From an optimization exercise on the open Yosys and OpenROAD flow, aimed at small area, a short achievable clock period and few clock cycles per item; shortcuts taken in it are not production practice. At most, simulation tests tie the RTL to the original design; equivalence was not proved. The RTL of run 1 was laid out without a check of its function. No activity file was given, so power comes from the tool's default toggle rates.

==> design.v <==
module vesc_fext (
    input  wire       clk,
    input  wire       rst,
    input  wire       in_valid,
    input  wire [7:0] in_data,
    input  wire       in_last,
    output wire       in_ready,
    output wire       out_valid,
    output wire [7:0] out_data,
    output wire       out_last,
    output wire       out_found,
    output wire [6:0] out_len,
    input  wire       out_ready
);
    function [15:0] crc_step;
        input [15:0] c;
        input [7:0]  b;
        reg   [15:0] t;
        begin
            t = {c[7:0], c[15:8]};
            t = t ^ {8'h00, b};
            t = t ^ {12'h000, t[7:4]};
            t = t ^ {t[3:0], 12'h000};
            t = t ^ {3'b000, t[7:0], 5'b00000};
            crc_step = t;
        end
    endfunction
    reg  [1023:0] ring;
    reg  [6:0]    T, T1;     
    wire [7:0]    r127 = ring[1023:1016];
    wire [7:0]    r126 = ring[1015:1008];
    wire [7:0]    tap  = ring[1007:1000];
    reg        iv;           
    reg        iw;           
    reg        ie;           
    reg        il;           
    reg [7:0]  id;
    always @(posedge clk)
        ring <= {ring[1015:0], iw ? id : r127};
    reg        dv;           
    reg        dbig, dovf;
    reg        bf;           
    reg [6:0]  bL, bp;
    wire       rescan = dv & dovf & ~bf & ~dbig;
    wire       push   = dv & ~rescan;
    wire       pfound = bf & ~dbig;
    wire [6:0] pL     = pfound ? bL : 7'd0;
    wire       pF     = pfound & (bL != 7'd0);
    reg [3:0]  v;            
    reg [3:0]  qf, qF;       
    reg [6:0]  qL0, qL1, qL2, qL3;
    reg [6:0]  qp0, qp1, qp2, qp3;
    reg [3:0]  mr;           
    reg [6:0]  left;         
    reg        lz;           
    reg        ov;           
    reg        sv;           
    wire       F0 = v[0] & qF[0];
    wire       F1 = v[1] & qF[1];
    wire       F2 = v[2] & qF[2];
    wire       F3 = v[3] & qF[3];
    wire       avail = v[0] & (~qF[0] | mr[0]);
    wire       lastb = ~qF[0] | lz;
    wire       take  = ~sv & avail;
    wire       pop   = take & lastb;
    wire       cap   = take & F0;
    wire       busyT = F0 ? mr[0] : F1 ? mr[1] : F2 ? mr[2] : F3 & mr[3];
    wire       sfree = ~busyT | cap;
    reg        in_ready_r;
    reg        inbuf;        
    reg [6:0]  nb;           
    reg        big_acc;      
    reg [6:0]  jd;           
    reg        jbad;         
    reg [2:0]  owed;         
    reg        ovf;          
    reg        rs;           
    wire xfer   = in_valid & in_ready_r;
    wire start  = xfer & ~inbuf;
    wire [2:0] owed_n = owed + {2'b00, start} - {2'b00, pop};
    wire o0 = (owed == 3'd0), o1 = (owed == 3'd1), o3 = (owed < 3'd3), o4 = ~owed[2];
    wire z_ns  = pop ? o1 : o0;
    wire lt_ns = pop | o4;
    wire lt_s  = pop ? o4 : o3;
    wire al    = (jd == 7'd0);
    wire jok   = al | ~jbad;
    wire z_x   = inbuf & z_ns;
    wire lt_x  = inbuf ? lt_ns : lt_s;
    wire rdy_x  = in_last ? (~ovf & ~rs & (z_x | (lt_x & sfree & (~big_acc | jok))))
                          : (big_acc | (nb == 7'd127) | sfree);
    wire rdy_nx = big_acc ? 1'b1 :
                  inbuf   ? (al & sfree) :
                  (~ovf & ~rs & (z_ns | (lt_ns & jok & sfree)));
    wire rdy_n  = xfer ? rdy_x : rdy_nx;
    reg        rsw;          
    reg        rsf;          
    reg [6:0]  rs_start;     
    reg [6:0]  rs_last;      
    wire       rs_go   = rsw & (T == rs_start);
    wire       feed    = rs_go | rsf;
    wire       feedend = (T == rs_last);
    always @(posedge clk) begin
        id <= rs ? r126 : in_data;
        il <= rs ? feedend : in_last;
        if (rst) begin
            in_ready_r <= 1'b0;
            iv      <= 1'b0;
            iw      <= 1'b0;
            ie      <= 1'b0;
            inbuf   <= 1'b0;
            nb      <= 7'd0;
            big_acc <= 1'b0;
            jd      <= 7'd0;
            jbad    <= 1'b0;
            owed    <= 3'd0;
            rsf     <= 1'b0;
            rsw     <= 1'b0;
        end else begin
            in_ready_r <= rdy_n;
            iv      <= rs ? feed : (xfer & ~big_acc);
            iw      <= xfer & ~big_acc;
            ie      <= xfer & in_last;
            owed    <= owed_n;
            if (xfer) begin
                inbuf   <= ~in_last;
                big_acc <= ~in_last & (big_acc | (nb == 7'd127));
                nb      <= in_last ? 7'd0 : nb + {6'd0, ~big_acc};
            end
            if (xfer & ~big_acc) begin
                jd   <= 7'd1;
                jbad <= ~sfree;
            end else begin
                jd   <= jd + 7'd1;
                if (jd == 7'd127)
                    jbad <= 1'b0;
                else if (~sfree | (push & rs))
                    jbad <= 1'b1;
            end
            rsf <= feed & ~feedend;
            rsw <= (rsw & ~rs_go) | rescan;
        end
    end
    reg [7:0]  rem;          
    reg        d1_03, d2_03, d1_00;
    reg [7:0]  ovf_rem;      
    reg        bz0, bz1;     
    reg [15:0] crc0, crc1;
    reg [6:0]  cnt0, cnt1;
    reg [6:0]  L0, L1;
    reg [6:0]  p0s, p1s;     
    reg        o;            
    wire       ev    = iv;
    wire [7:0] eb    = id;
    wire       eend  = rs ? (iv & il) : ie;
    wire       bign  = ie & ~iw;    
    wire t0 = bz0 & (cnt0 == 7'd0);
    wire t1 = bz1 & (cnt1 == 7'd0);
    wire is03 = (eb == 8'h03);
    wire pa0 = ev & t0 & is03 & (crc0 == 16'd0) & ((L0 != 7'd0) | ~il);
    wire pa1 = ev & t1 & is03 & (crc1 == 16'd0) & ((L1 != 7'd0) | ~il);
    wire w1  = pa1 & ~(pa0 & o);              
    wire pany = pa0 | pa1;
    wire cand  = ev & d2_03 & d1_00 & ~rem[7] & (eb <= rem);
    wire aok   = cand & ~bf & ~ovf;
    wire fr0   = ~bz0 | t0;
    wire fr1   = ~bz1 | t1;
    wire al0   = aok & fr0;
    wire al1   = aok & ~fr0 & fr1;
    wire alx   = aok & ~fr0 & ~fr1;
    wire [6:0] Tm1 = T - 7'd1;
    wire [7:0] rem5 = rem + 8'd5;
    always @(posedge clk) begin
        if (ev) begin
            if (bz0 & ~t0) begin crc0 <= crc_step(crc0, eb); cnt0 <= cnt0 - 7'd1; end
            if (bz1 & ~t1) begin crc1 <= crc_step(crc1, eb); cnt1 <= cnt1 - 7'd1; end
            if (al0) begin crc0 <= 16'd0; cnt0 <= eb[6:0] + 7'd2; L0 <= eb[6:0]; p0s <= Tm1; end
            if (al1) begin crc1 <= 16'd0; cnt1 <= eb[6:0] + 7'd2; L1 <= eb[6:0]; p1s <= Tm1; end
            if (pany) begin bL <= w1 ? L1 : L0; bp <= w1 ? p1s : p0s; end
            if (alx) begin
                ovf_rem  <= rem + 8'd2;
                rs_start <= T - 7'd3;
            end
        end
        if (eend & ~rs)
            rs_last <= Tm1;
        if (rst) begin
            rem <= 8'd124;
            d1_03 <= 1'b0; d2_03 <= 1'b0; d1_00 <= 1'b0;
            ovf <= 1'b0; rs <= 1'b0;
            bz0 <= 1'b0; bz1 <= 1'b0; o <= 1'b0; bf <= 1'b0;
            dv <= 1'b0; dbig <= 1'b0; dovf <= 1'b0;
        end else begin
            dv <= eend;
            if (eend) begin
                dbig <= bign;
                dovf <= ovf & ($signed(rem5) <= $signed(ovf_rem));
            end
            if (eend) begin
                rem <= 8'd124;
                d1_03 <= 1'b0; d2_03 <= 1'b0; d1_00 <= 1'b0;
                bz0 <= 1'b0; bz1 <= 1'b0;
                if (pany) bf <= 1'b1;
            end else if (ev) begin
                rem   <= rem - 8'd1;
                d1_03 <= is03;
                d2_03 <= d1_03;
                d1_00 <= (eb == 8'h00);
                if (pany) bf <= 1'b1;
                if (alx & ~pany) ovf <= 1'b1;
                if (al0 & ~pany) bz0 <= 1'b1;
                else if (t0 | (pa1 & ~o)) bz0 <= 1'b0;
                if (al1 & ~pany) bz1 <= 1'b1;
                else if (t1 | (pa0 & o)) bz1 <= 1'b0;
                if (al0) o <= 1'b0;
                if (al1) o <= 1'b1;
            end
            if (dv) begin
                bf  <= 1'b0;
                ovf <= 1'b0;
                rs  <= rescan;
                if (rescan)
                    rem <= ovf_rem;
            end
        end
    end
    reg [7:0] od, sd;
    reg       olast, ofound, slast, sfound;
    reg [6:0] olen, slen;
    wire [7:0] bd = F0 ? tap : 8'h00;
    wire       ald = ~ov | out_ready;
    wire [3:0] vn = pop ? {1'b0, v[3:1]} : v;
    wire [3:0] pk = push ? (vn ^ {vn[2:0], 1'b1}) : 4'd0;
    wire cB  = (bp  == T1);
    wire c0  = (qp0 == T1), c1 = (qp1 == T1), c2 = (qp2 == T1), c3 = (qp3 == T1);
    always @(posedge clk) begin
        if (pop) begin
            qf[2:0] <= qf[3:1]; qF[2:0] <= qF[3:1];
            qL0 <= qL1; qL1 <= qL2; qL2 <= qL3;
            qp0 <= qp1; qp1 <= qp2; qp2 <= qp3;
            mr[0] <= c1; mr[1] <= c2; mr[2] <= c3;
        end else begin
            if (cap) begin qp0 <= qp0 + 7'd1; mr[0] <= 1'b1; end
            else mr[0] <= c0;
            mr[1] <= c1; mr[2] <= c2; mr[3] <= c3;
        end
        if (pk[0]) begin qf[0] <= pfound; qF[0] <= pF; qL0 <= pL; qp0 <= bp; mr[0] <= cB; end
        if (pk[1]) begin qf[1] <= pfound; qF[1] <= pF; qL1 <= pL; qp1 <= bp; mr[1] <= cB; end
        if (pk[2]) begin qf[2] <= pfound; qF[2] <= pF; qL2 <= pL; qp2 <= bp; mr[2] <= cB; end
        if (pk[3]) begin qf[3] <= pfound; qF[3] <= pF; qL3 <= pL; qp3 <= bp; mr[3] <= cB; end
        if (pop) begin
            left <= pk[0] ? pL - 7'd1 : qL1 - 7'd1;
            lz   <= pk[0] ? (pL == 7'd1) : (qL1 == 7'd1);
        end else if (cap) begin
            left <= left - 7'd1;
            lz   <= (left == 7'd1);
        end else if (pk[0]) begin
            left <= pL - 7'd1;
            lz   <= (pL == 7'd1);
        end
        if (ald) begin
            od     <= sv ? sd     : bd;
            olast  <= sv ? slast  : lastb;
            ofound <= sv ? sfound : qf[0];
            olen   <= sv ? slen   : qL0;
        end
        if (~sv) begin
            sd     <= bd;
            slast  <= lastb;
            sfound <= qf[0];
            slen   <= qL0;
        end
        if (rst) begin
            v <= 4'd0; ov <= 1'b0; sv <= 1'b0;
            T <= 7'd0; T1 <= 7'd1;
        end else begin
            T  <= T + 7'd1;
            T1 <= T1 + 7'd1;
            v  <= vn | pk;
            if (ald) ov <= sv | take;
            sv <= sv ? ~out_ready : (take & ov & ~out_ready);
        end
    end
    assign in_ready  = in_ready_r;
    assign out_valid = ov;
    assign out_data  = od;
    assign out_last  = olast;
    assign out_found = ofound;
    assign out_len   = olen;
endmodule
==> run.sh <==
#!/bin/bash
# synth_recipe.tcl (not shown) runs the flow's synth.tcl, then flattens the netlist and writes it again
# the make line also repeats each setting of config.mk as NAME=value (left out here)
make -C /OpenROAD-flow-scripts/flow DESIGN_CONFIG=/design/flow/config.mk WORK_HOME=/design/flow/orfs CLKGATE_MAP_FILE= SYNTH_SCRIPT=/design/flow/synth_recipe.tcl finish
==> config.mk <==
export PLATFORM = sky130hd
export DESIGN_NAME = vesc_fext
export DESIGN_NICKNAME = vesc_fext
export VERILOG_FILES = /design/flow/design.v
export SDC_FILE = /design/flow/constraint.sdc
export NUM_CORES = 4
export LEC_CHECK = 0
export CAP_MARGIN = 20
export CORE_MARGIN = 2
export CORE_UTILIZATION = 40
export CTS_CLUSTER_DIAMETER = 60
export CTS_CLUSTER_SIZE = 32
export SETUP_SLACK_MARGIN = 5
export SLEW_MARGIN = 20
==> constraint.sdc <==
create_clock -name core_clock -period 10.0 [get_ports {clk}]
set_input_delay 2.0000 -clock core_clock [delete_from_list [all_inputs] [get_ports {clk}]]
set_output_delay 2.0000 -clock core_clock [all_outputs]
set_load 0.01 [all_outputs]
==> out/results.tsv, run 1 <==
stage	metric	value	unit
sta	setup_tns	0	ps
power	power-per-cell-area	236	nW/um^2
worst_setup_path	setup.worst_path.start_class	primary input	
floorplan	placementRows	108	
synth	async_flop_share	0	
worst_setup_path	critPathCaptureType	flip-flop	
worst_setup_path	worst_r2r_endpoint	qL2[1]	
power	clkPwrFrac	0.366	
run_status	status	complete, no violations	
synth	synth_cell_type_count	61	
global_routing	grt_max_degree	54	
detailed_routing	wl_per_cell	14.0	um
clock_network	htreeDepth	3	
clock_network	cts_hold_buf	0	
detailed_routing	ant_nets	0	
worst_setup_path	slowest_delay	470	ps
clock_network	clockRootBuffer	clkbuf_16	
synth	netlist_area	34700	um^2
worst_setup_path	reg2reg_depth	8	
clock_network	post_cts_buffers	0	
floorplan	fp.dieArea	89100	um^2
cells_and_area	num-fill-cells	7422	
worst_setup_path	rrSetupSlack	6460	ps
power	vdd_drop_max	0.140	mV
worst_setup_path	startpoint	in_valid	
clock_network	cts_tree	yes	
synth	syn_inst	2249	
clock_network	cts_made_buffers	71	
cells_and_area	layout.nets	2365	
sta	post-route-min-period	3560	ps
detailed_routing	vias	15223	
worst_setup_path	crit_end	owed[2]	
cells_and_area	area_delta_synth_final	12.1	%
clock_network	cts.path.max_buffers	3	
sta	relSlewSlack	0.302	
floorplan	core_area	86300	um^2
place	hpwlAfterDp	29800	um
clock_network	path_clk_slew	110	ps
power	p_int	7.15	mW
sta	hold_slack	303	ps
power	power.leakage	14.7	nW
detailed_routing	drc	0	
cells_and_area	fin_util	0.450	
worst_setup_path	crit_fanout	11	
clock_network	clk_latency	650	ps
worst_setup_path	path_class	in2reg	
worst_setup_path	crit_required	10490	ps
floorplan	die_h	299	um
detailed_routing	drt-total-wl	49200	um
synth	ys_seq_area_frac	0.819	
power	p_sw	2.02	mW
detailed_routing	drt_iter0_markers	802	
place	placed_area	36300	um^2
sta	setup_viol	0	
synth	synth_nets	2307	
synth	synth-edff-count	200	
sta	hold_viol	0	
floorplan	io_pins	32	
sta	worst_pin_slew	1050	ps
synth	yosysWarnings	1	
sta	fin_worst_skew	54.4	ps
worst_setup_path	arrival	4040	ps
run	cap_violations	0	
global_routing	antenna_found_initial	1	
synth	syn_avg_cell_area	15.4	um^2
floorplan	die_x	299	um
power	seqPwrFrac	0.611	
cells_and_area	layout-drive-gt1-share	0.0922	
place	port_buffers	31	
sta	rsz0062_at_grt	no	
sta	drv_slew	0	
sta	period_share	0.356	
place	routabilityCongestion	0.812	
clock_network	post_cts_resize_count	0	
synth	ys_seq_elements	1319	
floorplan	start_util	0.402	
power	power_frac_comb	0.023	
global_routing	grt-ovfl-total	0	
detailed_routing	viasPerCell	4.34	
synth	synth_flop_cell	dfxtp_1	
cells_and_area	antenna_cells	0	
power	sw_frac_of_total	0.220	
worst_setup_path	cp_cell_sequence	clkdlybuf4s50_1 > and2_1 > nand2b_1 > ha_1 > inv_1 > ha_1 > inv_1 > fa_1 > xor2_1 > nor2_1	
worst_setup_path	rr_startpoint	sv	
min_path	worstHoldPathType	reg2reg	
global_routing	track_usage	0.111	
cells_and_area	finalInstanceArea	38900	um^2
global_routing	grt_pass1_wl	81300	um
sta	max_freq	281	MHz
detailed_routing	dr.pass1.iters	5	
clock_network	numClockSinks	1319	
worst_setup_path	cp_slowest_cell	clkdlybuf4s50_1	
global_routing	first_global_vias	15431	
## layer usage
metal | GRT usage | share of wire | vias up
li1 | - | - | 7602
met1 | 0.161 | 0.51 | 7291
met5 | 0 | 0.00026 | -
met3 | 0.0271 | 0.051 | 86
met2 | 0.162 | 0.41 | 242
met4 | 0.0422 | 0.027 | 2
## area by class of cell
cell class	instances	area, um^2	share of cell area
timing repair buffer	43	400	0.0103
multi-input combinational	821	5890	0.151
tap	1155	1450	0.0372
clock buffer	75	1810	0.0466
sequential	1319	28400	0.731
inverter	51	191	0.00492
clock inverter	45	738	0.0190
## synthesized netlist by cell type (2+ instances only)
library cell | count | share of area
a211oi_1 | 6 | 0.0013
a21boi_0 | 2 | 0.00043
a21o_1 | 6 | 0.0013
a21oi_1 | 46 | 0.0066
a22o_1 | 8 | 0.0020
a311oi_1 | 2 | 0.00050
a31oi_1 | 11 | 0.0020
and2_1 | 6 | 0.0011
and3_1 | 5 | 0.00090
buf_1 | 6 | 0.00065
buf_2 | 3 | 0.00043
buf_6 | 2 | 0.00065
clkbuf_1 | 47 | 0.0051
dfxtp_1 | 1119 | 0.65
edfxtp_1 | 200 | 0.17
ha_1 | 44 | 0.016
inv_1 | 51 | 0.0055
mux2_2 | 65 | 0.021
mux2_4 | 10 | 0.0043
mux2i_1 | 13 | 0.0038
nand2_1 | 77 | 0.0083
nand2b_1 | 16 | 0.0029
nand3_1 | 34 | 0.0049
nand3b_1 | 6 | 0.0013
nand4_1 | 15 | 0.0027
nand4b_1 | 2 | 0.00050
nor2_1 | 115 | 0.012
nor2b_1 | 13 | 0.0023
nor3_1 | 22 | 0.0032
nor3b_1 | 3 | 0.00065
nor4_1 | 20 | 0.0036
nor4b_1 | 7 | 0.0018
o211ai_1 | 7 | 0.0015
o21a_1 | 2 | 0.00043
o21ai_0 | 37 | 0.0053
o22ai_1 | 6 | 0.0011
o311ai_0 | 3 | 0.00076
o31ai_1 | 2 | 0.00043
o41ai_1 | 2 | 0.00050
or2_2 | 2 | 0.00036
or3_1 | 6 | 0.0011
or4_1 | 4 | 0.00087
xnor2_1 | 102 | 0.026
xor2_1 | 77 | 0.019
## metrics by stage
step           setup WS [ps]  instances  power, mW
3_5_place_dp            5830       3389       5.93
2_1_floorplan           6400       2249       5.85
6_report                6440       3509       9.17
4_1_cts                 6410       3509       9.29
3_3_place_gp            5810       3388       5.93
5_1_grt                 6170       3509       9.52
## worst min path at each step
stage	startpoint	to	slack, ps	cells past startpoint
after global routing	ring[376]	ring[384]	310	0
after CTS	ring[65]	ring[73]	300	0
after detailed placement	ring[209]	ring[217]	310	0
final	ring[376]	ring[384]	300	0
after floorplan	ring[992]	ring[1000]	310	0
after global placement	ring[799]	ring[807]	310	0
## critical path, delay by kind of cell
| kind | cells | cell delay, ps |
|---|---|---|
| adder cells (fa/ha/maj) | 3 | 790 |
| buffers and inverters | 3 | 580 |
| AND/OR/NAND/NOR | 3 | 510 |
| XOR/XNOR | 1 | 160 |
## sequential cells by signal, summed over array words and instances (netlist names), 8 cells and up
register  cells
ring       1024
crc0         16
crc1         16
id            8
od            8
ovf_rem       8
rem           8
sd            8
## power by group through the flow
stage / logic, mW / clock network [mW] / registers (mW)
after global placement: 0.204 / 0 / 5.72
final: 0.210 / 3.35 / 5.60
after global routing: 0.237 / 3.66 / 5.62
after floorplan: 0.167 / 0 / 5.68
after detailed placement: 0.209 / 0 / 5.72
after CTS: 0.211 / 3.47 / 5.61
## cell usage in the layout, fill, tap and decap left out, drive strengths merged, types with 8 or more instances in the layout
| cell | instances |
|---|---|
| nor2 | 116 |
| clkinv | 18 |
| nor2b | 13 |
| ha | 44 |
| mux2i | 13 |
| a31oi | 11 |
| o21ai | 37 |
| clkbuf | 75 |
| nand2b | 16 |
| nor4 | 21 |
| clkdlybuf4s50 | 31 |
| buf | 12 |
| a22o | 8 |
| xnor2 | 102 |
| inv | 75 |
| mux2 | 75 |
| nand3 | 35 |
| dfxtp | 1119 |
| xor2 | 77 |
| nand2 | 77 |
| edfxtp | 200 |
| a21oi | 47 |
| nor3 | 23 |
| nand4 | 15 |
## cell families after synthesis
family / count (synthesis) / share of synthesized area
mux: 88 / 0.0292
simple gates: 361 / 0.0518
xor+xnor: 179 / 0.0452
compound gates: 148 / 0.0263
flops: 1319 / 0.819
buf+inv: 109 / 0.0123
fa+ha+maj: 45 / 0.0164
==> inputs of run 2 (changes only) <==
--- a/design.v
+++ b/design.v
@@ -195,3 +195,3 @@
                 dbig <= bign;
-                dovf <= ovf & ($signed(rem5) <= $signed(ovf_rem));
+                dovf <= ovf & ({~rem5[7], rem5[6:0]} <= {~ovf_rem[7], ovf_rem[6:0]});
             end
==> run 2 against run 1 <==
Fmax rose by 0.25%. Synthesized area rose by 0.26%. Sequential power fell by 2%. Total power hardly changed. Non-clock buffer count down 1. Global-route usage rose by 0.43 points. Critical path depth shrank 9. Routed wire length rose by 2.8%. Critical path type is now reg2out. Highest routed layer is now met4.
==> out/results.tsv, run 2 <==
stage	metric	value	unit	change
synth	yosysWarnings	1		unchanged
cells_and_area	reg_top3	ring x1024, crc0 x16, crc1 x16		unchanged
floorplan	fp.dieArea	89300	um^2	was 89100 um^2
synth	synth_top_area_share	0.644		was 0.646
synth	ys_seq_area_frac	0.817		was 0.819
cells_and_area	area_delta_synth_final	12.6	%	was 12.1%
worst_setup_path	path_class	reg2out		was in2reg
clock_network	clk_latency	640	ps	was 650 ps
detailed_routing	viasPerCell	4.37		was 4.34
cells_and_area	num-fill-cells	7552		was 7422
synth	ys_seq_elements	1319		unchanged
worst_setup_path	setup.worst_path.start_class	flip-flop		was primary input
global_routing	antenna_found_initial	0		was 1
sta	hold_viol	0		unchanged
synth	yosysMostFrequentCell	dfxtp_1		unchanged
detailed_routing	drc	0		unchanged
global_routing	grt-ovfl-total	0		unchanged
sta	post-route-min-period	3550	ps	was 3560 ps
floorplan	die_x	299	um	about the same
global_routing	grt_pass1_wl	84400	um	was 81300 um
min_path	worstHoldPathType	reg2reg		unchanged
sta	period_share	0.355		was 0.356
synth	syn_inst	2282		was 2249
run_status	status	complete, no violations		unchanged
cells_and_area	multi_input_area	5950	um^2	was 5890 um^2
cells_and_area	largest_reg_flops	1024		unchanged
power	power.leakage	14.8	nW	was 14.7 nW
clock_network	post_cts_resize_count	0		unchanged
synth	synth.top_cells.by_count	dfxtp_1, edfxtp_1, nor2_1		unchanged
synth	synth_top_area_cell	dfxtp_1		unchanged
worst_setup_path	cp_cell_sequence	clkdlybuf4s50_1		was clkdlybuf4s50_1 > and2_1 > nand2b_1 > ha_1 > inv_1 > ha_1 > inv_1 > fa_1 > xor2_1 > nor2_1
place	hpwlAfterDp	30400	um	was 29800 um
floorplan	placementRows	108		unchanged
synth	async_flop_share	0		unchanged
clock_network	htreeDepth	3		unchanged
place	port_buffers	31		unchanged
clock_network	cts.path.max_buffers	3		unchanged
worst_setup_path	crit_required	8000	ps	was 10490 ps
detailed_routing	drt-total-wl	50600	um	was 49200 um
worst_setup_path	rrSetupSlack	6620	ps	was 6460 ps
clock_network	post_cts_buffers	0		unchanged
cells_and_area	antenna_cells	0		unchanged
detailed_routing	ant_nets	0		unchanged
global_routing	grt_max_degree	58		was 54
cells_and_area	layout-drive-gt1-share	0.0885		was 0.0922
clock_network	clockRootBuffer	clkbuf_16		unchanged
worst_setup_path	critPathCaptureType	primary output		was flip-flop
synth	synth-edff-count	200		unchanged
synth	synth_flop_cell	dfxtp_1		unchanged
floorplan	core_area	86500	um^2	was 86300 um^2
global_routing	track_usage	0.116		was 0.111
sta	setup_viol	0		unchanged
synth	synthTopCellsByArea	dfxtp_1, edfxtp_1, xnor2_1, xor2_1, ha_1		was dfxtp_1, edfxtp_1, xnor2_1, mux2_2, xor2_1
global_routing	first_global_vias	15682		was 15.4k
cells_and_area	regArea	28400	um^2	unchanged
synth	synth_cell_type_count	63		was 61
sta	worst_pin_slew	1030	ps	was 1050 ps
clock_network	cts_hold_buf	0		unchanged
clock_network	cts_tree	yes		unchanged
sta	setup_tns	0	ps	unchanged
run	cap_violations	0		unchanged
cells_and_area	fin_util	0.453		was 0.450
detailed_routing	vias	15516		was 15.2k
clock_network	cts_made_buffers	73		was 71
worst_setup_path	cp_slowest_cell	clkdlybuf4s50_1		unchanged
worst_setup_path	slowest_delay	550	ps	was 470 ps
sta	drv_slew	0		unchanged
cells_and_area	layout.cells.most_common_list	dfxtp_1, edfxtp_1, nor2_1		unchanged
sta	fin_worst_skew	36.5	ps	was 54.4 ps
floorplan	io_pins	32		unchanged
power	power	9.17	mW	about the same
synth	syn_avg_cell_area	15.2	um^2	was 15.4 um^2
synth	synth_nets	2340		was 2307
worst_setup_path	crit_fanout	3		was 11
clock_network	path_clk_slew	100	ps	was 110 ps
cells_and_area	layout.nets	2393		was 2365
sta	rsz0062_at_grt	no		unchanged
floorplan	die_h	299	um	about the same
detailed_routing	dr.pass1.iters	7		was 5
clock_network	numClockSinks	1319		unchanged
synth	netlist_area	34800	um^2	was 34700 um^2
detailed_routing	drt_iter0_markers	709		was 802
detailed_routing	wl_per_cell	14.2	um	was 14.0 um
sta	max_freq	282	MHz	was 281 MHz
place	routabilityCongestion	0.797		was 0.812
power	vdd_drop_max	0.129	mV	was 0.140 mV
worst_setup_path	arrival	1550	ps	was 4040 ps
worst_setup_path	path_buf_inv	1		was 3
cells_and_area	final_common_cell	dfxtp_1		unchanged
floorplan	start_util	0.402		about the same
worst_setup_path	crit_family	buffers and inverters		was adder cells
sta	relSlewSlack	0.310		was 0.302
power	power-per-cell-area	234	nW/um^2	was 236 nW/um^2
cells_and_area	top_register	ring		unchanged
-- run 2: cell count changes in the layout (fill, tap and decap cells not counted), sizes merged, moves of 4 or more --
cell / before / now
clkbuf: 75 / 90
o21ai: 37 / 48
a21oi: 47 / 57
nand2: 77 / 86
a22o: 8 / 0
xor2: 77 / 72
and3: 5 / 9
inv: 75 / 79
nor3: 23 / 27
-- run 2: power by group --
part / total (mW) / switching, mW / internal [mW]
clock: 3.53 / 1.88 / 1.65
sequential: 5.50 / 0.0474 / 5.45
combinational: 0.139 / 0.0756 / 0.0633
-- run 2: metrics by stage --
stage / instance area (um^2) / cells / hold WS [ps] / setup WS, ps
global route: 39200 / 3551 / 309 / 6380
finish: 39200 / 3551 / 307 / 6450
detailed placement: 36400 / 3415 / 312 / 5860
global placement: 36400 / 3415 / 310 / 5810
floorplan: 34800 / 2282 / 310 / 6430
CTS: 39200 / 3551 / 308 / 6390
-- run 2: area by class of cell --
cell class,count,share of cell area
Clock buffer,90,0.0525
Multi-Input combinational cell,847,0.152
Tap cell,1155,0.0369
Inverter,52,0.00498
Clock inverter,46,0.0186
Timing Repair Buffer,42,0.00990
Sequential cell,1319,0.725
-- run 2: final timing paths --
kind / startpoint / end / cells past startpoint
max reg2reg: sv / qp2[0] / 7
max: ov / out_valid / 1
min: ring[62] / ring[70] / 0
min reg2reg: ring[62] / ring[70] / 0
-- run 2: logic make-up after synthesis --
kind of cell / after synthesis / share of synthesized area
DFF: 1319 / 0.817
muxes: 86 / 0.0285
buffers and inverters: 116 / 0.0129
and+or+nand+nor: 378 / 0.0537
AOI/OAI and AO/OA: 164 / 0.0281
adders and majority gates: 45 / 0.0164
xor gates and xnor gates: 174 / 0.0438
-- run 2: per-layer routing --
layer  wire [um]  track usage  vias up
met3        1740       0.0224       95
met4        1470       0.0407        0
li1            -            -     7705
met1       25300        0.165     7505
met5           0            0        -
met2       22000        0.176      211
Testbench counts of run 2, summed over its fixed seeds: cycles 93,964, items 1,280.
==> inputs of run 3 (changes only) <==
==> flow/run.sh (new file) <==
#!/bin/bash
# Standard layout (standard.sh: the standard flow's synthesis and ORFS flow, unchanged),
# with two repair settings of ORFS passed through the environment:
#  - port buffers use buf_4 instead of the default pick, and
#  - repair_timing aims for a setup slack margin of 6.5 ns.
# The full make output goes to standard.log here; ORFS's per-step logs are
# under orfs/logs/.
set -euo pipefail
export BUFFER_PORTS_ARGS="-buffer_cell sky130_fd_sc_hd__buf_4"
export SETUP_SLACK_MARGIN=6.5
bash standard.sh > standard.log 2>&1
==> standard.sh (new file) <==
#!/bin/bash
# synth_recipe.tcl (not shown) runs the flow's synth.tcl, then flattens the netlist and writes it again
# the make line also repeats each setting of config.mk as NAME=value (left out here)
make -C /OpenROAD-flow-scripts/flow DESIGN_CONFIG=/design/flow/config.mk WORK_HOME=/design/flow/orfs CLKGATE_MAP_FILE= SYNTH_SCRIPT=/design/flow/synth_recipe.tcl "${@:-finish}"
--- a/config.mk
+++ b/config.mk
@@ -12,3 +12,2 @@
 export CTS_CLUSTER_SIZE = 32
-export SETUP_SLACK_MARGIN = 5
 export SLEW_MARGIN = 20
removed: run.sh
==> run 3 against run 2 <==
First-iteration DRC count grew 37%. Largest power group unchanged. Sequential cell count unchanged. Core utilization down 0.30 points. Routed wire length up 0.78%. Synthesized cell count did not move. Worst setup slack improved by 300 ps. Critical endpoint is now qp2[0]. Synthesized area stayed put. Clock skew barely moved. Fmax rose by 9.3%.
==> out/results.tsv, run 3 <==
stage	metric	value	unit	change
run_status	status	complete, no violations		unchanged
cells_and_area	layout.cells.most_common_list	dfxtp_1, edfxtp_1, nor2_1		unchanged
synth	async_flop_share	0		unchanged
place	routabilityCongestion	0.798		was 0.797
synth	synth_nets	2340		unchanged
cells_and_area	largest_reg_flops	1024		unchanged
floorplan	start_util	0.402		unchanged
synth	yosysWarnings	1		unchanged
cells_and_area	reg_top3	ring x1024, crc0 x16, crc1 x16		unchanged
power	power.leakage	14.8	nW	about the same
global_routing	track_usage	0.116		about the same
place	hpwlAfterDp	31200	um	was 30400 um
cells_and_area	antenna_cells	0		unchanged
cells_and_area	layout.nets	2390		was 2393
synth	synth_top_area_cell	dfxtp_1		unchanged
run	cap_violations	0		unchanged
detailed_routing	viasPerCell	4.38		was 4.37
clock_network	post_cts_buffers	0		unchanged
power	p_int	7.02	mW	was 7.16 mW
detailed_routing	wl_per_cell	14.4	um	was 14.2 um
cells_and_area	area_delta_synth_final	11.9	%	was 12.6%
sta	relSlewSlack	0.376		was 0.310
power	sw_frac_of_total	0.221		was 0.218
detailed_routing	drt_iter0_markers	974		was 709
sta	drv_slew	0		unchanged
sta	rsz0062_at_grt	no		unchanged
clock_network	clk_latency	650	ps	was 640 ps
detailed_routing	dr.pass1.iters	5		was 7
synth	synthTopCellsByArea	dfxtp_1, edfxtp_1, xnor2_1, xor2_1, ha_1		unchanged
sta	post-route-min-period	3250	ps	was 3550 ps
worst_setup_path	cp_slowest_cell	or3_2		was clkdlybuf4s50_1
floorplan	fp.dieArea	89300	um^2	unchanged
worst_setup_path	cp_cell_sequence	buf_4 > or3_2 > clkinv_2 > mux2i_1 > xor2_1 > nor2_4 > mux2_2		was clkdlybuf4s50_1
sta	hold_viol	0		unchanged
synth	ys_seq_elements	1319		unchanged
sta	setup_viol	0		unchanged
worst_setup_path	rr_startpoint	sv		unchanged
detailed_routing	ant_nets	0		unchanged
clock_network	cts_tree	yes		unchanged
clock_network	path_clk_slew	100	ps	about the same
detailed_routing	vias	15532		about the same
synth	synth_flop_cell	dfxtp_1		unchanged
worst_setup_path	arrival	3610	ps	was 1550 ps
worst_setup_path	critPathCaptureType	flip-flop		was primary output
clock_network	cts_made_buffers	71		was 73
floorplan	io_pins	32		unchanged
cells_and_area	top_register	ring		unchanged
synth	synth_top_area_share	0.644		unchanged
sta	setup_tns	0	ps	unchanged
worst_setup_path	slowest_delay	730	ps	was 550 ps
worst_setup_path	crit_required	10360	ps	was 8000 ps
place	port_buffers	31		unchanged
min_path	hp-start	ring[440]		was ring[62]
sta	fin_worst_skew	36.3	ps	was 36.5 ps
synth	netlist_area	34800	um^2	unchanged
detailed_routing	drc	0		unchanged
global_routing	grt-ovfl-total	0		unchanged
min_path	hold_end	ring[448]		was ring[70]
synth	synth_cell_type_count	63		unchanged
min_path	worstHoldPathType	reg2reg		unchanged
worst_setup_path	path_class	reg2reg		was reg2out
global_routing	grt_max_degree	58		unchanged
power	clkPwrFrac	0.374		was 0.385
worst_setup_path	rrSetupSlack	6750	ps	was 6620 ps
worst_setup_path	crit_fanout	32		was 3
synth	syn_inst	2282		unchanged
power	seqPwrFrac	0.611		was 0.600
cells_and_area	layout-drive-gt1-share	0.100		was 0.0885
cells_and_area	fin_util	0.450		was 0.453
clock_network	clockRootBuffer	clkbuf_16		unchanged
power	vdd_drop_max	0.134	mV	was 0.129 mV
clock_network	numClockSinks	1319		unchanged
worst_setup_path	worst_r2r_endpoint	qp2[0]		unchanged
detailed_routing	drt-total-wl	51000	um	was 50600 um
floorplan	die_x	299	um	unchanged
worst_setup_path	reg2reg_depth	7		unchanged
synth	ys_seq_area_frac	0.817		unchanged
min_path	holdPathStages	0		unchanged
synth	synth.top_cells.by_count	dfxtp_1, edfxtp_1, nor2_1		unchanged
power	p_sw	1.99	mW	was 2.00 mW
cells_and_area	final_common_cell	dfxtp_1		unchanged
power	power-per-cell-area	231	nW/um^2	was 234 nW/um^2
floorplan	die_h	299	um	unchanged
global_routing	first_global_vias	15672		about the same
global_routing	antenna_found_initial	0		unchanged
floorplan	core_area	86500	um^2	unchanged
power	power_frac_comb	0.015		about the same
synth	syn_avg_cell_area	15.2	um^2	unchanged
sta	worst_pin_slew	931	ps	was 1030 ps
floorplan	placementRows	108		unchanged
sta	max_freq	308	MHz	was 282 MHz
global_routing	grt_pass1_wl	84300	um	was 84400 um
sta	period_share	0.325		was 0.355
clock_network	htreeDepth	3		unchanged
synth	synth-edff-count	200		unchanged
clock_network	cts.path.max_buffers	3		unchanged
synth	yosysMostFrequentCell	dfxtp_1		unchanged
worst_setup_path	setup.worst_path.start_class	flip-flop		unchanged
[run 3: stage by stage]
stage / area [um^2] / cells / worst slack, ps / hold slack [ps] / total power, mW
finish: 38900 / 3543 / 6750 / 302 / 9.01
global route: 38900 / 3543 / 6510 / 301 / 9.37
CTS: 38900 / 3543 / 6600 / 301 / 9.14
detailed placement: 36300 / 3414 / 6250 / 312 / 5.76
global placement: 36300 / 3414 / 6230 / 310 / 5.76
floorplan: 34800 / 2282 / 6530 / 310 / 5.71
[run 3: cell type report]
cell class,count,area (um^2)
timing repair buffer,41,308
fill,7602,47600
sequential,1319,28400
inverter,52,196
tap,1155,1450
clock inverter,54,778
clock buffer,75,1810
multi-input combinational,847,5960
[run 3: worst max-delay path by stage]
| stage | start | slack, ps | cells after the start | endpoint |
|---|---|---|---|---|
| floorplan | in_valid | 6530 | 10 | owed[2] |
| global placement | in_valid | 6230 | 10 | owed[2] |
| detailed placement | in_valid | 6250 | 10 | owed[2] |
| CTS | sv | 6600 | 7 | qp2[0] |
| global route | sv | 6510 | 7 | qp2[0] |
| finish | sv | 6750 | 7 | qp2[0] |
[run 3: power groups by stage]
stage	sequential, mW	combinational [mW]	clock, mW
global route	5.51	0.159	3.70
CTS	5.50	0.141	3.50
finish	5.50	0.139	3.37
global placement	5.62	0.137	0
floorplan	5.59	0.115	0
detailed placement	5.62	0.140	0
[run 3: metal layers]
layer	part of all wire	track usage	routed length, um	vias up
met4	0.029	0.0399	1490	0
met1	0.50	0.166	25400	7468
met3	0.042	0.0252	2160	94
met5	0	0	0	-
li1	-	-	-	7714
met2	0.43	0.175	21900	256
[run 3: logic make-up after synthesis]
logic type / Yosys count / share of synthesized area
AO/OA/AOI/OAI: 164 / 0.0281
XOR/XNOR: 174 / 0.0438
adder cells (fa/ha/maj): 45 / 0.0164
buffers and inverters: 116 / 0.0129
flip-flops: 1319 / 0.817
multiplexers: 86 / 0.0285
AND/OR/NAND/NOR: 378 / 0.0537
[run 3: worst max-delay path, delay by kind of cell (launching register included)]
family	cells	cell delay, ps
xor+xnor	1	150
buf+inv	2	650
simple gates	2	1200
flops	1	310
mux	2	670
[run 3: what timing repair did]
| item | 4_1_cts | 5_1_grt |
|---|---|---|
| hold buffers | 0 | 0 |
| hold endpoints to repair | 0 | 0 |
| setup endpoints to repair | 0 | 35 |
| gates resized for setup | 0 | 4 |
==> inputs of run 4 (changes only) <==
--- a/design.v
+++ b/design.v
@@ -42,3 +42,4 @@
     reg        bf;           
-    reg [6:0]  bL, bp;
+    reg        bsel;         
+    wire [6:0] bL, bp;
     wire       rescan = dv & dovf & ~bf & ~dbig;
@@ -155,2 +156,4 @@
     wire       bign  = ie & ~iw;    
+    assign bL = bsel ? L1 : L0;
+    assign bp = bsel ? p1s : p0s;
     wire t0 = bz0 & (cnt0 == 7'd0);
@@ -175,5 +178,7 @@
             if (bz1 & ~t1) begin crc1 <= crc_step(crc1, eb); cnt1 <= cnt1 - 7'd1; end
-            if (al0) begin crc0 <= 16'd0; cnt0 <= eb[6:0] + 7'd2; L0 <= eb[6:0]; p0s <= Tm1; end
-            if (al1) begin crc1 <= 16'd0; cnt1 <= eb[6:0] + 7'd2; L1 <= eb[6:0]; p1s <= Tm1; end
-            if (pany) begin bL <= w1 ? L1 : L0; bp <= w1 ? p1s : p0s; end
+            if (al0) begin crc0 <= 16'd0; cnt0 <= eb[6:0] + 7'd2; end
+            if (al1) begin crc1 <= 16'd0; cnt1 <= eb[6:0] + 7'd2; end
+            if (al0 & ~pa0) begin L0 <= eb[6:0]; p0s <= Tm1; end
+            if (al1 & ~pa1) begin L1 <= eb[6:0]; p1s <= Tm1; end
+            if (pany) bsel <= w1;
             if (alx) begin
==> run 4 against run 3 <==
Design area fell by 1.4%. Sequential share of layout area about the same. Clock skew shrank 3.2 ps. Global-route usage shrank 0.39 points. First-iteration DRC count shrank 25%. Synthesized cell count fell by 1.4%. Still clean. Sequential power down 1%. Via count fell by 2.1%. Clock power fell by 1%.
==> out/results.tsv, run 4 <==
stage	metric	value	unit	change
detailed_routing	dr_wl_met2	20800	um	was 21900 um
worst_setup_path	cp_slowest_cell	edfxtp_1		was or3_2
synth	synth_top_area_cell	dfxtp_1		unchanged
power	power.leakage	14.6	nW	was 14.8 nW
floorplan	die_h	297	um	was 299 um
clock_network	cts_made_buffers	70		was 71
synth	synth_top_area_share	0.652		was 0.644
clock_network	clk_latency	640	ps	was 650 ps
cells_and_area	top_register	ring		unchanged
detailed_routing	wl_met3	2340	um	was 2160 um
cells_and_area	area_delta_synth_final	11.7	%	was 11.9%
place	pre_cts_ws	5710	ps	was 6250 ps
detailed_routing	drt-total-wl	49100	um	was 51000 um
worst_setup_path	cp_cell_sequence	buf_4		was buf_4 > or3_2 > clkinv_2 > mux2i_1 > xor2_1 > nor2_4 > mux2_2
worst_setup_path	rr_startpoint	id[1]		was sv
sta	setup_tns	0	ps	unchanged
sta	period_share	0.321		was 0.325
worst_setup_path	setup.worst_path.start_class	flip-flop		unchanged
clock_network	cts_tree	yes		unchanged
worst_setup_path	crit_required	8000	ps	was 10360 ps
cells_and_area	largest_reg_flops	1024		unchanged
worst_setup_path	crit_family	flip-flops		was simple AND/OR/NAND/NOR gates
sta	hold_viol	0		unchanged
synth	ys_seq_elements	1306		was 1319
sta	max_freq	311	MHz	was 308 MHz
detailed_routing	vias	15209		was 15.5k
sta	post-route-min-period	3210	ps	was 3250 ps
worst_setup_path	arrival	1210	ps	was 3610 ps
synth	synth.top_cells.by_count	dfxtp_1, edfxtp_1, nor2_1		unchanged
synth	async_flop_share	0		unchanged
global_routing	first_global_vias	15282		was 15.7k
power	vdd_drop_max	0.164	mV	was 0.134 mV
global_routing	grt-ovfl-total	0		unchanged
worst_setup_path	path_buf_inv	1		was 2
run	cap_violations	0		unchanged
cells_and_area	layout-drive-gt1-share	0.0978		was 0.100
synth	yosysWarnings	1		unchanged
floorplan	die_x	297	um	was 299 um
worst_setup_path	worst_r2r_endpoint	p1s[6]		was qp2[0]
cells_and_area	layout.nets	2359		was 2390
cells_and_area	antenna_cells	0		unchanged
clock_network	clockRootBuffer	clkbuf_16		unchanged
worst_setup_path	rrSetupSlack	6830	ps	was 6750 ps
synth	synthTopCellsByArea	dfxtp_1, edfxtp_1, xnor2_1, xor2_1, ha_1		unchanged
place	routabilityCongestion	0.786		was 0.798
global_routing	grt_max_degree	50		was 58
sta	setup_viol	0		unchanged
worst_setup_path	reg2reg_depth	7		unchanged
run_status	status	complete, no violations		unchanged
detailed_routing	drc	0		unchanged
synth	syn_inst	2251		was 2282
clock_network	path_clk_slew	110	ps	was 100 ps
worst_setup_path	crit_fanout	1		was 32
floorplan	fp.dieArea	88200	um^2	was 89300 um^2
min_path	hold_end	ring[456]		was ring[448]
synth	ys_seq_area_frac	0.816		was 0.817
clock_network	cts_hold_buf	0		unchanged
place	port_buffers	31		unchanged
clock_network	htreeDepth	3		unchanged
place	hpwlAfterDp	29900	um	was 31200 um
power	power-per-cell-area	231	nW/um^2	about the same
floorplan	io_pins	32		unchanged
synth	syn_avg_cell_area	15.3	um^2	was 15.2 um^2
cells_and_area	final_common_cell	dfxtp_1		unchanged
detailed_routing	ant_nets	0		unchanged
sta	relSlewSlack	0.378		was 0.376
sta	fin_ws	6790	ps	was 6750 ps
detailed_routing	routed.top_layer	met4		unchanged
detailed_routing	drt_iter0_markers	726		was 974
global_routing	grt_pass1_wl	81100	um	was 84300 um
synth	netlist_area	34300	um^2	was 34800 um^2
detailed_routing	dr.pass1.iters	6		was 5
synth	yosysMostFrequentCell	dfxtp_1		unchanged
sta	rsz0062_at_grt	no		unchanged
min_path	hp-start	ring[448]		was ring[440]
floorplan	core_area	85100	um^2	was 86500 um^2
detailed_routing	wl_per_cell	14.0	um	was 14.4 um
min_path	holdPathStages	0		unchanged
worst_setup_path	path_class	reg2out		was reg2reg
clock_network	numClockSinks	1306		was 1319
floorplan	start_util	0.403		was 0.402
global_routing	antenna_found_initial	2		was 0
worst_setup_path	critPathCaptureType	primary output		was flip-flop
worst_setup_path	startpoint	od[1]		was sv
detailed_routing	m1WireLength	24800	um	was 25400 um
min_path	worstHoldPathType	reg2reg		unchanged
sta	worst_pin_slew	934	ps	was 931 ps
synth	synth_flop_cell	dfxtp_1		unchanged
cells_and_area	layout.cells.most_common_list	dfxtp_1, edfxtp_1, nor2_1		unchanged
synth	synth_cell_type_count	73		was 63
worst_setup_path	slowest_delay	410	ps	was 730 ps
synth	synth_nets	2309		was 2340
clock_network	cts.path.max_buffers	3		unchanged
floorplan	placementRows	107		was 108
synth	synth-edff-count	187		was 200
sta	drv_slew	0		unchanged
cells_and_area	reg_top3	ring x1024, crc0 x16, crc1 x16		unchanged
sta	fin_worst_skew	33.1	ps	was 36.3 ps
global_routing	track_usage	0.112		was 0.116
detailed_routing	viasPerCell	4.35		was 4.38
-- run 4: cell types whose count changed after synthesis, moves of 5 or more --
cell      previous run  this run
clkbuf_1            54        44
xor2_1              72        79
nand4_1             14        19
edfxtp_1           200       187
o21ai_0             46        36
nand2_1             86        77
nand3_1             35        30
mux2_4              10         4
inv_1               51        44
-- run 4: report_power, final --
group	internal, mW	switching [mW]	leakage (nW)
logic	0.0569	0.0688	2.58
registers	5.38	0.0422	10.8
clock network	1.54	1.79	1.22
-- run 4: stage by stage --
step	instances	hold WS, ps	utilization	area, um^2	total power [mW]
floorplan	2251	310	-	34400	5.62
global placement	3373	310	0.421	35800	5.66
detailed placement	3373	312	0.421	35800	5.67
CTS	3495	307	0.451	38400	9.00
global route	3495	303	0.451	38400	9.22
finish	3495	301	0.451	38400	8.88
-- run 4: routing by layer --
metal | vias up | track usage
met4 | 0 | 0.0430
met3 | 86 | 0.0215
met1 | 7310 | 0.161
met5 | - | 0
li1 | 7568 | -
met2 | 245 | 0.168
-- run 4: how the worst max path moves through the flow --
stage                  endpoint  slack (ps)  cells after the start
floorplan               owed[2]        6510                     10
global placement         qL2[2]        5820                      7
detailed placement       qL2[2]        5710                      7
CTS                     cnt1[4]        6600                      7
global route             qp2[1]        6540                      7
finish              out_data[1]        6790                      1
-- run 4: kinds of logic (layout without fill, tap and decap cells) --
kind of cell,count (synthesis),in the layout,synth area share
AND/OR/NAND/NOR,364,364,0.0525
buffers and inverters,109,209,0.0129
adder cells (fa/ha/maj),45,45,0.0166
multiplexers,86,86,0.0280
AO/OA/AOI/OAI,159,159,0.0277
XOR/XNOR,182,182,0.0466
flip-flops,1306,1306,0.816
-- run 4: layout make-up --
class                           count  area (um^2)
Fill cell                        7421        46800
Sequential cell                  1306        28000
Multi-Input combinational cell    836         5900
Clock buffer                       82         1870
Tap cell                         1144         1430
Clock inverter                     40          679
Timing Repair Buffer               40          300
Inverter                           47          176
-- run 4: timing repair --
action | 4_1_cts | 5_1_grt
endpoints found under the setup margin | 48 | 39
buffers inserted | 0 | 0
resized for setup | 3 | 2
gates cloned | 0 | 0
Testbench counts of run 4, summed over its fixed seeds: cycles 93,964, items 1,280.
==> inputs of run 5 (changes only) <==
--- a/flow/run.sh
+++ b/flow/run.sh
@@ -4,3 +4,3 @@
 #  - port buffers use buf_4 instead of the default pick, and
-#  - repair_timing aims for a setup slack margin of 6.5 ns.
+#  - repair_timing aims for a setup slack margin of 7 ns.
 # The full make output goes to standard.log here; ORFS's per-step logs are
@@ -9,3 +9,3 @@
 export BUFFER_PORTS_ARGS="-buffer_cell sky130_fd_sc_hd__buf_4"
-export SETUP_SLACK_MARGIN=6.5
+export SETUP_SLACK_MARGIN=7
 bash standard.sh > standard.log 2>&1
==> run 5 against run 4 <==
Clock-buffer cell count shrank 10. Fmax grew 0.27%. Global-route usage shrank 0.075 points. Design area grew 0.18%. Sequential cell count is the same. Critical path depth is the same. First-iteration DRC count grew 13%. Sequential share of layout area shrank 0.098 points. Worst hold slack gained 12 ps. Worst setup slack gained 8.7 ps. Critical path type unchanged.
==> out/results.tsv, run 5 <==
stage	metric	value	unit	change
run_status	status	complete, no violations		unchanged
global_routing	grt_max_degree	50		unchanged
worst_setup_path	path_class	reg2out		unchanged
synth	yosysMostFrequentCell	dfxtp_1		unchanged
synth	syn_avg_cell_area	15.3	um^2	unchanged
synth	netlist_area	34300	um^2	unchanged
clock_network	cts_made_buffers	67		was 70
worst_setup_path	cp_slowest_cell	edfxtp_1		unchanged
worst_setup_path	crit_required	8000	ps	about the same
cells_and_area	largest_reg_flops	1024		unchanged
cells_and_area	layout.cells.most_common_list	dfxtp_1, edfxtp_1, nor2_1		unchanged
power	power.leakage	14.5	nW	was 14.6 nW
cells_and_area	antenna_cells	0		unchanged
sta	hold_viol	0		unchanged
floorplan	start_util	0.403		unchanged
cells_and_area	layout.nets	2366		was 2359
cells_and_area	top_register	ring		unchanged
worst_setup_path	rrSetupSlack	7170	ps	was 6830 ps
clock_network	path_clk_slew	110	ps	about the same
worst_setup_path	reg2reg_depth	7		unchanged
power	power-per-cell-area	228	nW/um^2	was 231 nW/um^2
synth	synth_top_area_cell	dfxtp_1		unchanged
sta	rsz0062_at_grt	yes		was no
worst_setup_path	crit_family	flip-flops		unchanged
sta	relSlewSlack	0.388		was 0.378
detailed_routing	dr_wl_met2	20600	um	was 20800 um
cells_and_area	fin_util	0.452		was 0.451
worst_setup_path	critPathCaptureType	primary output		unchanged
detailed_routing	m1WireLength	24900	um	was 24800 um
worst_setup_path	slowest_delay	420	ps	was 410 ps
sta	drv_slew	0		unchanged
place	hpwlAfterDp	30000	um	was 29900 um
sta	setup_viol	0		unchanged
detailed_routing	routed.top_layer	met4		unchanged
floorplan	die_h	297	um	unchanged
detailed_routing	ant_nets	0		unchanged
min_path	hp-start	ring[225]		was ring[448]
cells_and_area	final_common_cell	dfxtp_1		unchanged
detailed_routing	drt_iter0_markers	821		was 726
detailed_routing	viasPerCell	4.36		was 4.35
sta	period_share	0.320		was 0.321
detailed_routing	dr.pass1.iters	5		was 6
global_routing	antenna_found_initial	0		was 2
min_path	hold_end	ring[233]		was ring[456]
synth	synth_top_area_share	0.652		unchanged
global_routing	first_global_vias	15330		about the same
worst_setup_path	setup.worst_path.start_class	flip-flop		unchanged
sta	setup_tns	0	ps	unchanged
synth	ys_seq_area_frac	0.816		unchanged
power	power	8.76	mW	was 8.88 mW
synth	syn_inst	2251		unchanged
sta	fin_worst_skew	32.8	ps	was 33.1 ps
cells_and_area	reg_top3	ring x1024, crc0 x16, crc1 x16		unchanged
worst_setup_path	path_buf_inv	1		unchanged
synth	synth_flop_cell	dfxtp_1		unchanged
synth	yosysWarnings	1		unchanged
global_routing	track_usage	0.111		was 0.112
clock_network	cts.path.max_buffers	3		unchanged
worst_setup_path	worst_r2r_endpoint	rs_start[0]		was p1s[6]
detailed_routing	wl_met3	2140	um	was 2340 um
power	vdd_drop_max	0.131	mV	was 0.164 mV
sta	worst_pin_slew	919	ps	was 934 ps
detailed_routing	wl_per_cell	14.0	um	about the same
floorplan	core_area	85100	um^2	unchanged
clock_network	clockRootBuffer	clkbuf_16		unchanged
worst_setup_path	rr_startpoint	id[3]		was id[1]
cells_and_area	layout-drive-gt1-share	0.104		was 0.0978
place	port_buffers	31		unchanged
sta	max_freq	312	MHz	was 311 MHz
global_routing	grt-ovfl-total	0		unchanged
clock_network	htreeDepth	3		unchanged
detailed_routing	drc	0		unchanged
synth	synth_nets	2309		unchanged
worst_setup_path	crit_fanout	1		unchanged
run	cap_violations	0		unchanged
min_path	worstHoldPathType	reg2reg		unchanged
clock_network	numClockSinks	1306		unchanged
synth	synth-edff-count	187		unchanged
worst_setup_path	cp_cell_sequence	buf_6		was buf_4
synth	async_flop_share	0		unchanged
min_path	holdPathStages	0		unchanged
global_routing	grt_pass1_wl	80600	um	was 81100 um
detailed_routing	drt-total-wl	48900	um	was 49100 um
clock_network	clk_latency	640	ps	about the same
clock_network	cts_tree	yes		unchanged
synth	ys_seq_elements	1306		unchanged
sta	post-route-min-period	3200	ps	was 3210 ps
floorplan	fp.dieArea	88200	um^2	unchanged
detailed_routing	vias	15244		about the same
worst_setup_path	arrival	1200	ps	was 1210 ps
synth	synth_cell_type_count	73		unchanged
cells_and_area	num-fill-cells	7430		was 7421
floorplan	placementRows	107		unchanged
floorplan	die_x	297	um	unchanged
floorplan	io_pins	32		unchanged
worst_setup_path	startpoint	od[1]		unchanged
place	routabilityCongestion	0.815		was 0.786
synth	synthTopCellsByArea	dfxtp_1, edfxtp_1, xnor2_1, xor2_1, ha_1		unchanged
cells_and_area	area_delta_synth_final	11.9	%	was 11.7%
synth	synth.top_cells.by_count	dfxtp_1, edfxtp_1, nor2_1		unchanged
run 5: cell counts after synthesis:
Identical to the previous run, type by type.
run 5: worst max-delay path by stage:
stage / endpoint / slack [ps] / depth (start not counted)
6_report: out_data[1] / 6800 / 1
5_1_grt: out_data[1] / 6730 / 1
4_1_cts: out_data[5] / 6750 / 1
3_5_place_dp: qp2[0] / 5620 / 7
3_3_place_gp: qp2[0] / 5810 / 7
2_1_floorplan: owed[1] / 6540 / 9
run 5: layout make-up:
cell class,count,area [um^2],area share
flip-flops and latches,1306,28000,0.729
well taps,1144,1430,0.0372
clock buffers,72,1700,0.0441
inverters,47,183,0.00475
repair buffers,48,413,0.0107
clock inverters,44,727,0.0189
multi-input cells,838,5970,0.155
run 5: logic make-up after synthesis:
logic type	Yosys count	synth area share
and+or+nand+nor	364	0.0525
buffers and inverters	109	0.0129
muxes	86	0.0280
AOI/OAI and AO/OA	159	0.0277
DFF	1306	0.816
xor gates and xnor gates	182	0.0466
adders and majority gates	45	0.0166
run 5: routing by layer:
metal	global-route usage	up-vias
li1	-	7586
met3	0.0231	88
met5	0	-
met1	0.161	7307
met2	0.166	263
met4	0.0397	0
run 5: through the flow:
step / setup WS, ps / hold slack, ps / cell area, um^2 / cells
6_report: 6800 / 312 / 38400 / 3499
5_1_grt: 6730 / 310 / 38400 / 3499
4_1_cts: 6750 / 313 / 38300 / 3489
3_5_place_dp: 5620 / 312 / 35800 / 3371
3_3_place_gp: 5810 / 311 / 35800 / 3371
2_1_floorplan: 6540 / 310 / 34400 / 2251
run 5: repair_timing:
item / CTS / global route
setup endpoints to repair: 218 / 118
hold buffers: 0 / 0
gates cloned: 1 / 1
resized for setup: 24 / 11
pin swaps: 1 / 2
buffers inserted: 1 / 9
run 5: where the power goes:
part / leakage, nW / internal, mW / switching [mW] / total [mW]
clock: 1.15 / 1.42 / 1.79 / 3.21
combinational: 2.63 / 0.0589 / 0.0711 / 0.130
sequential: 10.8 / 5.38 / 0.0413 / 5.42
total: 14.5 / 6.86 / 1.90 / 8.76
==> inputs of run 6 (changes only) <==
--- a/config.mk
+++ b/config.mk
@@ -10,4 +10,4 @@
 export CORE_UTILIZATION = 40
-export CTS_CLUSTER_DIAMETER = 60
-export CTS_CLUSTER_SIZE = 32
+export CTS_CLUSTER_DIAMETER = 64
+export CTS_CLUSTER_SIZE = 36
 export SLEW_MARGIN = 20
==> run 6 against run 5 <==
Clock power is 9.7% lower. Combinational power hardly changed. Synthesized area stayed put. Sequential cell count stayed put. Sequential power hardly changed. Register-to-register slack hardly changed. Critical path type unchanged. Critical endpoint unchanged.
==> out/results.tsv, run 6 <==
stage	metric	value	unit	change
run_status	status	complete, no violations		unchanged
clock_network	numClockSinks	1306		unchanged
global_routing	track_usage	0.110		was 0.111
synth	ys_seq_elements	1306		unchanged
detailed_routing	drt-total-wl	48800	um	was 48900 um
worst_setup_path	path_depth	1		unchanged
synth	synth_cell_type_count	73		unchanged
detailed_routing	wl_per_cell	14.0	um	about the same
run	cap_violations	0		unchanged
min_path	holdPathStages	0		unchanged
sta	relSlewSlack	0.389		was 0.388
detailed_routing	ant_nets	0		unchanged
power	power-per-cell-area	222	nW/um^2	was 228 nW/um^2
sta	setup_viol	0		unchanged
cells_and_area	finalNonFillerCells	3476		was 3499
place	pre_cts_ws	5620	ps	unchanged
worst_setup_path	crit_family	flip-flops		unchanged
synth	synth_top_area_cell	dfxtp_1		unchanged
worst_setup_path	crit_fanout	1		unchanged
sta	fin_ws	6760	ps	was 6800 ps
sta	rsz0062_at_grt	yes		unchanged
synth	synth-edff-count	187		unchanged
worst_setup_path	path_buf_inv	1		unchanged
sta	hold_viol	0		unchanged
detailed_routing	drc	0		unchanged
synth	yosysWarnings	1		unchanged
clock_network	path_clk_slew	120	ps	was 110 ps
global_routing	first_global_vias	15163		was 15.3k
cells_and_area	num-fill-cells	7471		was 7430
detailed_routing	drt_iter0_markers	782		was 821
worst_setup_path	setup.worst_path.start_class	flip-flop		unchanged
floorplan	io_pins	32		unchanged
worst_setup_path	rrSetupSlack	7160	ps	was 7170 ps
worst_setup_path	cp_cell_sequence	buf_6		unchanged
min_path	worstHoldPathType	reg2reg		unchanged
cells_and_area	final_common_cell	dfxtp_1		unchanged
clock_network	cts_tree	yes		unchanged
global_routing	antenna_found_initial	0		unchanged
worst_setup_path	slowest_delay	430	ps	was 420 ps
floorplan	fp.dieArea	88200	um^2	unchanged
floorplan	core_area	85100	um^2	unchanged
sta	worst_pin_slew	916	ps	was 919 ps
floorplan	die_h	297	um	unchanged
cells_and_area	area_delta_synth_final	10.9	%	was 11.9%
worst_setup_path	path_class	reg2out		unchanged
sta	max_freq	308	MHz	was 312 MHz
synth	syn_inst	2251		unchanged
sta	drv_slew	0		unchanged
cells_and_area	antenna_cells	0		unchanged
place	hpwlAfterDp	30000	um	unchanged
cells_and_area	reg_top3	ring x1024, crc0 x16, crc1 x16		unchanged
synth	synth_top_area_share	0.652		unchanged
synth	syn_avg_cell_area	15.3	um^2	unchanged
floorplan	placementRows	107		unchanged
synth	yosysMostFrequentCell	dfxtp_1		unchanged
synth	synth.top_cells.by_count	dfxtp_1, edfxtp_1, nor2_1		unchanged
synth	synthTopCellsByArea	dfxtp_1, edfxtp_1, xnor2_1, xor2_1, ha_1		unchanged
detailed_routing	vias	15090		was 15.2k
worst_setup_path	crit_required	8000	ps	about the same
synth	netlist_area	34300	um^2	unchanged
power	vdd_drop_max	0.149	mV	was 0.131 mV
clock_network	htreeDepth	2		was 3
synth	synth_flop_cell	dfxtp_1		unchanged
clock_network	cts.path.max_buffers	3		unchanged
worst_setup_path	rr_startpoint	id[3]		unchanged
floorplan	die_x	297	um	unchanged
cells_and_area	top_register	ring		unchanged
floorplan	start_util	0.403		unchanged
clock_network	cts_made_buffers	56		was 67
synth	ys_seq_area_frac	0.816		unchanged
synth	synth_nets	2309		unchanged
detailed_routing	viasPerCell	4.34		was 4.36
global_routing	grt_max_degree	50		unchanged
cells_and_area	layout.cells.most_common_list	dfxtp_1, edfxtp_1, nor2_1		unchanged
place	routabilityCongestion	0.815		unchanged
power	power.leakage	14.4	nW	was 14.5 nW
worst_setup_path	critPathCaptureType	primary output		unchanged
global_routing	grt-ovfl-total	0		unchanged
sta	period_share	0.324		was 0.320
global_routing	grt_pass1_wl	80200	um	was 80600 um
sta	post-route-min-period	3240	ps	was 3200 ps
sta	setup_tns	0	ps	unchanged
min_path	hold_end	ring[17]		was ring[233]
synth	async_flop_share	0		unchanged
sta	fin_worst_skew	73.2	ps	was 32.8 ps
clock_network	clk_latency	670	ps	was 640 ps
place	place_inst	3371		unchanged
min_path	hp-start	ring[9]		was ring[225]
worst_setup_path	cp_slowest_cell	edfxtp_1		unchanged
cells_and_area	largest_reg_flops	1024		unchanged
worst_setup_path	worst_r2r_endpoint	cnt0[2]		was rs_start[0]
cells_and_area	layout-drive-gt1-share	0.0965		was 0.104
detailed_routing	dr.pass1.iters	5		unchanged
worst_setup_path	arrival	1240	ps	was 1200 ps
place	port_buffers	31		unchanged
cells_and_area	layout.nets	2355		was 2366
clock_network	clockRootBuffer	clkbuf_16		unchanged
worst_setup_path	reg2reg_depth	7		unchanged
==> run 6: changes by cell type in the layout (fill, tap and decap cells not counted), sizes merged <==
cell      previous run  this run
clkinv              14        15
clkinvlp             3         1
bufinv               2         0
inv                 72        62
clkbuf              72        62
==> run 6: what timing repair did <==
| action | CTS | global route |
|---|---|---|
| buffers inserted | 1 | 9 |
| hold buffers | 0 | 0 |
| endpoints found under the setup margin | 218 | 119 |
| resized for setup | 24 | 12 |
| pin swaps | 1 | 2 |
| gates cloned | 1 | 1 |
==> run 6: per-layer routing <==
layer  part of all wire  vias up  GRT usage
li1                   -     7536          -
met1               0.51     7240      0.162
met2               0.42      238      0.165
met3              0.039       76     0.0184
met4              0.023        0     0.0345
met5                  0        -          0
==> run 6: worst max path at each step <==
stage          startpoint           to  slack (ps)
2_1_floorplan    in_valid      owed[1]        6540
3_3_place_gp           sv       qp2[0]        5810
3_5_place_dp           sv       qp2[0]        5620
4_1_cts             od[1]  out_data[1]        6690
5_1_grt             od[1]  out_data[1]        6680
6_report            od[1]  out_data[1]        6760
==> run 6: cell families after synthesis <==
group / synth area share
flip-flops: 0.816
AND/OR/NAND/NOR: 0.0525
XOR/XNOR: 0.0466
AO/OA/AOI/OAI: 0.0277
buffers and inverters: 0.0129
multiplexers: 0.0280
adder cells (fa/ha/maj): 0.0166
==> run 6: area by class of cell <==
cell class,count,area [um^2],area share
Clock inverter,31,619,0.0163
Multi-Input combinational cell,838,5970,0.157
Clock buffer,62,1440,0.0379
Inverter,47,183,0.00480
Tap cell,1144,1430,0.0376
Sequential cell,1306,28000,0.736
Timing Repair Buffer,48,413,0.0108
==> run 6: report_power, final <==
| part | internal [mW] | total (mW) | switching [mW] |
|---|---|---|---|
| logic | 0.0589 | 0.130 | 0.0712 |
| clock network | 1.17 | 2.90 | 1.73 |
| registers | 5.38 | 5.42 | 0.0413 |
| total | 6.61 | 8.45 | 1.84 |
==> run 6: through the flow <==
stage	cell area (um^2)	utilization	hold WS (ps)	total power [mW]
floorplan	34400	-	310	5.62
global placement	35800	0.421	311	5.67
detailed placement	35800	0.421	312	5.67
CTS	38000	0.446	293	8.56
global route	38100	0.447	299	8.77
finish	38100	0.447	302	8.45

-- static timing again, ports no longer ideal --
Ports are ideal in the flow. The routed layouts listed here were re-timed in OpenROAD.
Step 1 assumes that a clkbuf_16 drives the clock port and a buf_2 every other input.
Step 2, shift: input delay + t, output delay - t, t = (earliest + latest rising clock arrival at the registers) / 2. This alone moves slack from input paths to output paths.
Slacks: no drivers / after step 1 / after step 2; pairs: no drivers / after step 1.
run | shift t [ns] | slack for setup (ns) | worst register clock-pin slew, ns | worst data-port slew with drivers (ns)
run 1 | 0.682 | 6.443 / 6.407 / 5.794 | 0.11 / 0.11 | 0.12
run 2 | 0.693 | 6.452 / 6.386 / 5.835 | 0.11 / 0.11 | 0.04
run 3 | 0.692 | 6.755 / 6.708 / 6.209 | 0.11 / 0.11 | 0.04
run 4 | 0.686 | 6.788 / 6.724 / 6.186 | 0.11 / 0.11 | 0.04
run 5 | 0.691 | 6.796 / 6.733 / 6.419 | 0.11 / 0.11 | 0.04
run 6 | 0.701 | 6.757 / 6.696 / 6.434 | 0.12 / 0.12 | 0.04
After both steps setup and hold are still met in every run listed. For run 1, which loses most, drivers alone change the setup slack by -0.036 ns; drivers and shift together by -0.649 ns.
